From an optimization exercise on the open Yosys and OpenROAD flow, aimed at small area, a short achievable clock period and few clock cycles; shortcuts taken in it are not production practice.
The RTL was checked by simulation tests, not by an equivalence proof against the original design.
No activity file was given, so power comes from the tool's default toggle rates.

== the reference run ==
// lsxgt_value_encoder
module lsxgt_value_encoder (
    input  wire        clk,
    input  wire        rst,         
    input  wire [2:0]  dt,          
    input  wire        in_valid,
    output wire        in_ready,
    input  wire [7:0]  in_data,     
    input  wire        in_end,      
    output wire        out_valid,
    input  wire        out_ready,
    output wire [7:0]  out_data,    
    output wire        out_end,     
    output wire [1:0]  out_err,     
    output wire [15:0] out_pos      
);
clock: 5.0 ns
lec_check: 0
cap_margin: 20
core_margin: 2
core_utilization: 40
cts_buf_list: sky130_fd_sc_hd__clkbuf_8
setup_slack_margin: 2.4
slew_margin: 20
standard.sh (not shown) runs the stock make flow with config.mk's settings and CLKGATE_MAP_FILE= SYNTH_SCRIPT=/design/flow/synth_recipe.tcl, a recipe that flattens the netlist after the stock synthesis.
==> flow/flow/run.sh <==
#!/bin/bash
# The standard layout (standard.sh), with one change: the port buffers
# that global placement inserts are sky130_fd_sc_hd__buf_2 instead of the cell
# buffer_ports picks by default (the delay cell clkdlybuf4s50_1).
set -euo pipefail
bash standard.sh "BUFFER_PORTS_ARGS=-buffer_cell sky130_fd_sc_hd__buf_2" finish > standard_flow.log 2>&1
Testbench counts of the reference run, summed over its fixed seeds: cycles 28,140.
diff inputs: the reference run => the trial run
# the reference run
export LEC_CHECK = 0
export CAP_MARGIN = 20
export CORE_MARGIN = 2
export CORE_UTILIZATION = 40
export CTS_BUF_LIST = sky130_fd_sc_hd__clkbuf_8
export SETUP_SLACK_MARGIN = 2.4
export SLEW_MARGIN = 20
create_clock -name core_clock -period 5.0 [get_ports {clk}]
# the trial run
export LEC_CHECK = 0
export CAP_MARGIN = 20
export CORE_MARGIN = 2
export CORE_UTILIZATION = 40
export CTS_BUF_LIST = sky130_fd_sc_hd__clkbuf_8
export CTS_CLUSTER_SIZE = 30
export SETUP_SLACK_MARGIN = 2.3
export SLEW_MARGIN = 20
create_clock -name core_clock -period 5.0 [get_ports {clk}]
Results
- Worst path required time, the trial run and the reference run: lower on the trial run
- Final total power, the trial run and the reference run: larger value in the reference run
- Compare the trial run and the reference run | worst supply voltage drop on vdd lower: the reference run
- Final HPWL from detailed placement essentially unchanged between the reference run and the trial run.

========
Setup of P:
The RTL this note starts from:
==> flow/design.v <==
module lsxgt_value_encoder (
    input  wire        clk,
    input  wire        rst,         
    input  wire [2:0]  dt,          
    input  wire        in_valid,
    output wire        in_ready,
    input  wire [7:0]  in_data,     
    input  wire        in_end,      
    output wire        out_valid,
    input  wire        out_ready,
    output wire [7:0]  out_data,    
    output wire        out_end,     
    output wire [1:0]  out_err,     
    output wire [15:0] out_pos      
);
    reg  [71:0] ps;         
    reg         fresh;      
    reg         bad;        
    reg         ovf;        
    reg  [2:0]  pdt;        
    reg  [15:0] pos;        
    reg         drain;      
    reg         hold;       
    reg         hend;       
    reg         stall;      
    reg         obusy, oH0, oH1, oV, oE;
    reg         olast;      
    reg         onov;       
    reg         oend;       
    reg  [1:0]  oerr;
    reg  [7:0]  ob;         
    reg  [7:0]  nb;         
    reg  [7:1]  oc;         
    reg  [7:1]  own;        
    function [3:0] carry10;
        input [8:0] x;
        begin
            carry10[3] = (x >= 9'd205);
            carry10[2] = (x >= 9'd103) && (x < 9'd205);
            carry10[1] = ((x >= 9'd52) && (x < 9'd103)) || ((x >= 9'd154) && (x < 9'd205)) ||
                         (x >= 9'd256);
            carry10[0] = ((x >= 9'd26) && (x < 9'd52)) || ((x >= 9'd77) && (x < 9'd103)) ||
                         ((x >= 9'd128) && (x < 9'd154)) || ((x >= 9'd180) && (x < 9'd205)) ||
                         ((x >= 9'd231) && (x < 9'd256));
        end
    endfunction
    wire [7:0] own0 = {own, 1'b0};           
    reg [71:0] n_ps;
    integer j;
    always @(*) begin : step
        reg [8:0]  v, vp;
        reg [3:0]  b;
        reg [7:0]  m;
        for (j = 0; j < 8; j = j + 1) begin
            v  = ps[9*j +: 9];
            vp = (j == 0) ? 9'd0 : ps[9*(j-1) +: 9];
            b  = (j == 0) ? in_data[3:0] : (own0[j-1] ? 4'd0 : carry10(vp));
            m  = {v[4:0], 3'd0} + {v[6:0], 1'd0};       
            if (fresh)
                n_ps[9*j +: 9] = (j == 0) ? {5'd0, in_data[3:0]} : 9'd0;
            else
                n_ps[9*j +: 9] = {1'b0, m} + {5'd0, b};
        end
    end
    wire ovf_set = !fresh && !own[7] && (ps[71:63] >= 9'd26);
    reg [8:0] pcy;
    reg [7:0] ge;
    always @(*) begin : resolve
        reg [8:0] v;
        reg       any;
        pcy[0] = 1'b0;
        for (j = 0; j < 8; j = j + 1) begin
            v = ps[9*j +: 9];
            pcy[j+1] = v[8] | ((&v[7:0]) & pcy[j]);
        end
        any = 1'b0;
        ge[0] = 1'b1;
        for (j = 7; j >= 1; j = j - 1) begin
            any = any | (ps[9*j +: 9] != 9'd0);
            ge[j] = any | pcy[j];
        end
    end
    reg [7:1] bown;
    reg       novalue;
    always @(*) begin
        novalue = 1'b0;
        case (pdt)
            3'd0: bown = 7'b0000000;
            3'd1: begin
                bown = ge[7] ? 7'b1111111 : ge[5] ? 7'b0011111 : ge[3] ? 7'b0000111 : 7'b0000001;
                novalue = !ge[1];
                if (!ge[1]) bown = 7'b0000000;
            end
            3'd2: bown = ge[6] ? 7'b1111111 : ge[4] ? 7'b0011111 : ge[2] ? 7'b0000111 : 7'b0000001;
            3'd3: bown = ge[4] ? 7'b1111111 : 7'b0000111;
            default: bown = 7'b1111111;
        endcase
    end
    wire [7:1] rd = own & ~own0[6:0];
    reg  [7:0] rsel;
    reg        rcy;
    always @(*) begin
        rsel = 8'd0;
        rcy  = 1'b0;
        for (j = 1; j < 8; j = j + 1) begin
            rsel = rsel | ({8{rd[j]}} & ps[9*j +: 8]);
            rcy  = rcy | (rd[j] & oc[j]);
        end
    end
    wire [7:0] rbyte = rsel + {7'd0, rcy};
    wire beat_in  = in_valid && in_ready;
    wire is_comma = (in_data == 8'h2C);
    wire is_digit = (in_data >= 8'h30) && (in_data <= 8'h39);
    wire term     = in_end || is_comma;
    wire digit_in = beat_in && !term;
    wire act      = beat_in && term && !drain;
    wire p_unknown = (pdt >= 3'd5);
    wire p_err     = p_unknown || bad || ovf || pcy[8];
    wire [1:0] p_code = p_unknown ? 2'd2 : 2'd1;
    wire ofinal   = oE || (olast && !oend);
    wire deliver  = obusy && out_ready;
    wire can_load = !obusy || (out_ready && ofinal);
    wire step_v   = deliver && (oH1 || oV) && !olast;    
    wire [7:1] rel = {7{step_v}} & rd;
    wire now_item = act && (!fresh || in_end);
    wire attach   = !hold && now_item && fresh && !can_load && !oE && !oend;
    wire go_hold  = !hold && now_item && !can_load && !attach;
    wire load     = can_load && (hold || now_item);
    wire iend     = hold ? hend : in_end;
    wire blk      = !fresh && !p_err;
    wire errk     = !fresh && p_err;
    wire fin      = (act && !go_hold && !hold) || (hold && can_load);
    wire [7:1] own_n = own & ~rel;
    wire       fresh_n = fin || (fresh && !digit_in) || (beat_in && drain && in_end);
    reg        stall_n;
    always @(*) begin
        stall_n = 1'b0;
        for (j = 1; j < 8; j = j + 1)
            if (own_n[j] && !(j > 1 && own_n[j-1]) && !own0[j-1] &&
                (ps[9*(j-1) +: 9] >= 9'd2))
                stall_n = 1'b1;
        if (fresh || fresh_n)
            stall_n = 1'b0;
    end
    always @(posedge clk) begin
        if (rst) begin
            fresh <= 1'b1;
            bad   <= 1'b0;
            ovf   <= 1'b0;
            pos   <= 16'd0;
            drain <= 1'b0;
            hold  <= 1'b0;
            stall <= 1'b0;
        end else begin
            stall <= stall_n;
            if (digit_in) begin
                fresh <= 1'b0;
                if (!is_digit) bad <= 1'b1;
                if (ovf_set) ovf <= 1'b1;
            end
            if (fin) begin
                fresh <= 1'b1;
                bad   <= 1'b0;
                ovf   <= 1'b0;
                if (load && errk)
                    drain <= !iend;
                else
                    pos <= iend ? 16'd0 : pos + 16'd1;
            end
            if (beat_in && drain && in_end) begin
                drain <= 1'b0;
                fresh <= 1'b1;
                bad   <= 1'b0;
                ovf   <= 1'b0;
                pos   <= 16'd0;
            end
            if (deliver && oE && (oerr != 2'd0))
                pos <= 16'd0;
            if (go_hold)
                hold <= 1'b1;
            else if (can_load)
                hold <= 1'b0;
        end
        if (go_hold)
            hend <= in_end;
        if (digit_in) begin
            ps[8:0] <= n_ps[8:0];
            pdt     <= dt;
        end
        for (j = 1; j < 8; j = j + 1)
            if (rel[j])
                ps[9*j +: 9] <= 9'd0;
            else if (digit_in && !own[j])
                ps[9*j +: 9] <= n_ps[9*j +: 9];
        if (rst) begin
            obusy <= 1'b0;
            oH0 <= 1'b0; oH1 <= 1'b0; oV <= 1'b0; oE <= 1'b0;
            oerr <= 2'd0;
            own  <= 7'd0;
        end else if (can_load) begin
            obusy <= load;
            oH0   <= load && blk;
            oH1   <= 1'b0;
            oV    <= 1'b0;
            oE    <= load && !blk;
            oerr  <= (load && errk) ? p_code : 2'd0;
            oend  <= iend;
            olast <= 1'b0;
            onov  <= novalue;
            own   <= (load && blk) ? bown : 7'd0;
            oc    <= pcy[7:1];
            ob    <= (pdt == 3'd0) ? 8'h01 : 8'h20;
            nb    <= ps[7:0];
        end else begin
            if (attach)
                oend <= 1'b1;
            own <= own_n;
            if (deliver) begin
                if (oH0) begin
                    oH0   <= 1'b0;
                    oH1   <= 1'b1;
                    ob    <= 8'h00;
                    olast <= onov;
                end
                if (oH1 || oV) begin
                    oH1 <= 1'b0;
                    if (olast) begin
                        oV  <= 1'b0;
                        oE  <= 1'b1;
                    end else begin
                        oV    <= 1'b1;
                        ob    <= nb;
                        nb    <= rbyte;
                        olast <= (own == 7'd0);
                    end
                end
            end
        end
    end
    assign in_ready  = !hold && !stall && !(oE && (oerr != 2'd0));
    assign out_valid = obusy;
    assign out_end   = oE;
    assign out_data  = ob;
    assign out_err   = oerr;
    assign out_pos   = (oerr != 2'd0) ? pos : 16'd0;
endmodule
clock: 5.0 ns
lec_check: 0
cap_margin: 20
core_margin: 2
core_utilization: 40
setup_slack_margin: 2.1
slew_margin: 20
run.sh (not shown) runs the stock make flow with config.mk's settings and CLKGATE_MAP_FILE= SYNTH_SCRIPT=/design/flow/synth_recipe.tcl, a recipe that flattens the netlist after the stock synthesis.
Stock flow here: none of the scripts above is used.
P: flow completed, timing, DRC and antenna clean
Testbench counts of P, summed over its fixed seeds: cycles 28,132.
What Q does differently from P at the input level:
# P
export LEC_CHECK = 0
export CAP_MARGIN = 20
export CORE_MARGIN = 2
export CORE_UTILIZATION = 40
export SETUP_SLACK_MARGIN = 2.1
export SLEW_MARGIN = 20
create_clock -name core_clock -period 5.0 [get_ports {clk}]
# Q
export LEC_CHECK = 0
export CAP_MARGIN = 20
export CORE_MARGIN = 2
export CORE_UTILIZATION = 40
export SETUP_SLACK_MARGIN = 1.8
export SLEW_MARGIN = 20
create_clock -name core_clock -period 5.0 [get_ports {clk}]
### Flow results
Q: setup slack is 0.28 ns lower than what P reported.
Register area: Q vs P down about 1.8%
Count of sequential standard cells came out exactly the same in Q and P.
Post-CTS setup-driven buffer insertion count for Q is lower than for P.
Q: flow completed, timing, DRC and antenna clean
P has higher critical path depth than Q.
Lower final cycle utilization of the critical path among Q and P: P
Sort Q and P by worst-case hold slack desc -> top: Q
On via count: Q sits below P.
Met1 track demand over resource in global routing essentially unchanged between P and Q.
Input-level comparison between R and Q:
# Q
export LEC_CHECK = 0
export CAP_MARGIN = 20
export CORE_MARGIN = 2
export CORE_UTILIZATION = 40
export SETUP_SLACK_MARGIN = 1.8
export SLEW_MARGIN = 20
create_clock -name core_clock -period 5.0 [get_ports {clk}]
# R
export LEC_CHECK = 0
export CAP_MARGIN = 20
export CORE_MARGIN = 2
export CORE_UTILIZATION = 40
export CTS_BUF_LIST = sky130_fd_sc_hd__clkbuf_8
export SETUP_SLACK_MARGIN = 2.3
export SLEW_MARGIN = 20
create_clock -name core_clock -period 5.0 [get_ports {clk}]
Findings:
Post-route standard cell area excluding fillers (R vs. Q) increases by a little under 10%
R reports a higher headroom to the max-slew limit than Q does.
Lower fraction of layout instances using a drive strength above 1 among R and Q: Q
Relative to Q, met1 track utilization from global routing has increased by 0.24 points in R.
R — shortest period the worst path allows 0.37 ns lower, Q as reference
Fraction of standard cell area in multi-input logic is higher on Q
First-iteration DRC count, R vs Q: down by a few percent
Combinational power: R > Q
Total setup buffers inserted after CTS was higher in R than in Q.
Core utilization in R vs Q: up 4.1 points
For Q, the source of the critical timing path was in_data[3], unlike R, where it was own[5].
What S does differently from R at the input level:
# R
export LEC_CHECK = 0
export CAP_MARGIN = 20
export CORE_MARGIN = 2
export CORE_UTILIZATION = 40
export CTS_BUF_LIST = sky130_fd_sc_hd__clkbuf_8
export SETUP_SLACK_MARGIN = 2.3
export SLEW_MARGIN = 20
create_clock -name core_clock -period 5.0 [get_ports {clk}]
# S
export LEC_CHECK = 0
export CAP_MARGIN = 20
export CORE_MARGIN = 2
export CORE_UTILIZATION = 40
export GPL_TIMING_DRIVEN = 1
export SETUP_SLACK_MARGIN = 2.1
export SLEW_MARGIN = 20
create_clock -name core_clock -period 5.0 [get_ports {clk}]
### Flow results
Transition time of the tightest slew-check pin ended up 0.014 ns lower on S than on R. From R to S, final antenna-violating net count did not move at all. The buffer count excluding the clock tree in the final layout number comes out higher for R vs S. Number of DRC violations after detailed-routing iteration 0, R and S: lower on R. S ends up with higher arrival time at the worst endpoint than R does. For R, the end point of the critical path was nb[4], unlike S, where it was ps[43]. Against R, detailed-route wire length per cell in S fell by a few percent.

separate check: timing with driven ports:
Ports are ideal in the flow. The routed layouts listed here were re-timed in OpenROAD. Step 1 assumes that a clkbuf_16 drives the clock port and a buf_2 every other input. Step 2 times the ports against the registers' clock, not the clock port: input delays grow and output delays shrink by t, the midpoint of the rising clock arrivals with the driver on. Three values: ideal ports, drivers, drivers and shift; two values: the first two.
| run | t, ns | setup slack, ns | hold slack, ns |
|---|---|---|---|
| the reference run | 0.502 | 2.489 / 2.489 / 2.188 | 0.424 / 0.424 / 0.424 |
| the trial run | 0.498 | 2.442 / 2.442 / 2.171 | 0.442 / 0.442 / 0.442 |
| P | 0.479 | 2.186 / 2.186 / 1.790 | 0.493 / 0.493 / 0.493 |
| Q | 0.478 | 1.905 / 1.932 / 1.454 | 0.505 / 0.505 / 0.505 |
| R | 0.507 | 2.277 / 2.277 / 1.844 | 0.501 / 0.501 / 0.501 |
| S | 0.479 | 2.186 / 2.186 / 1.790 | 0.493 / 0.493 / 0.493 |
After both steps setup and hold are still met in every run listed. The setup slack of Q, which loses most, moves by +0.027 ns with the drivers and by -0.451 ns with both steps.
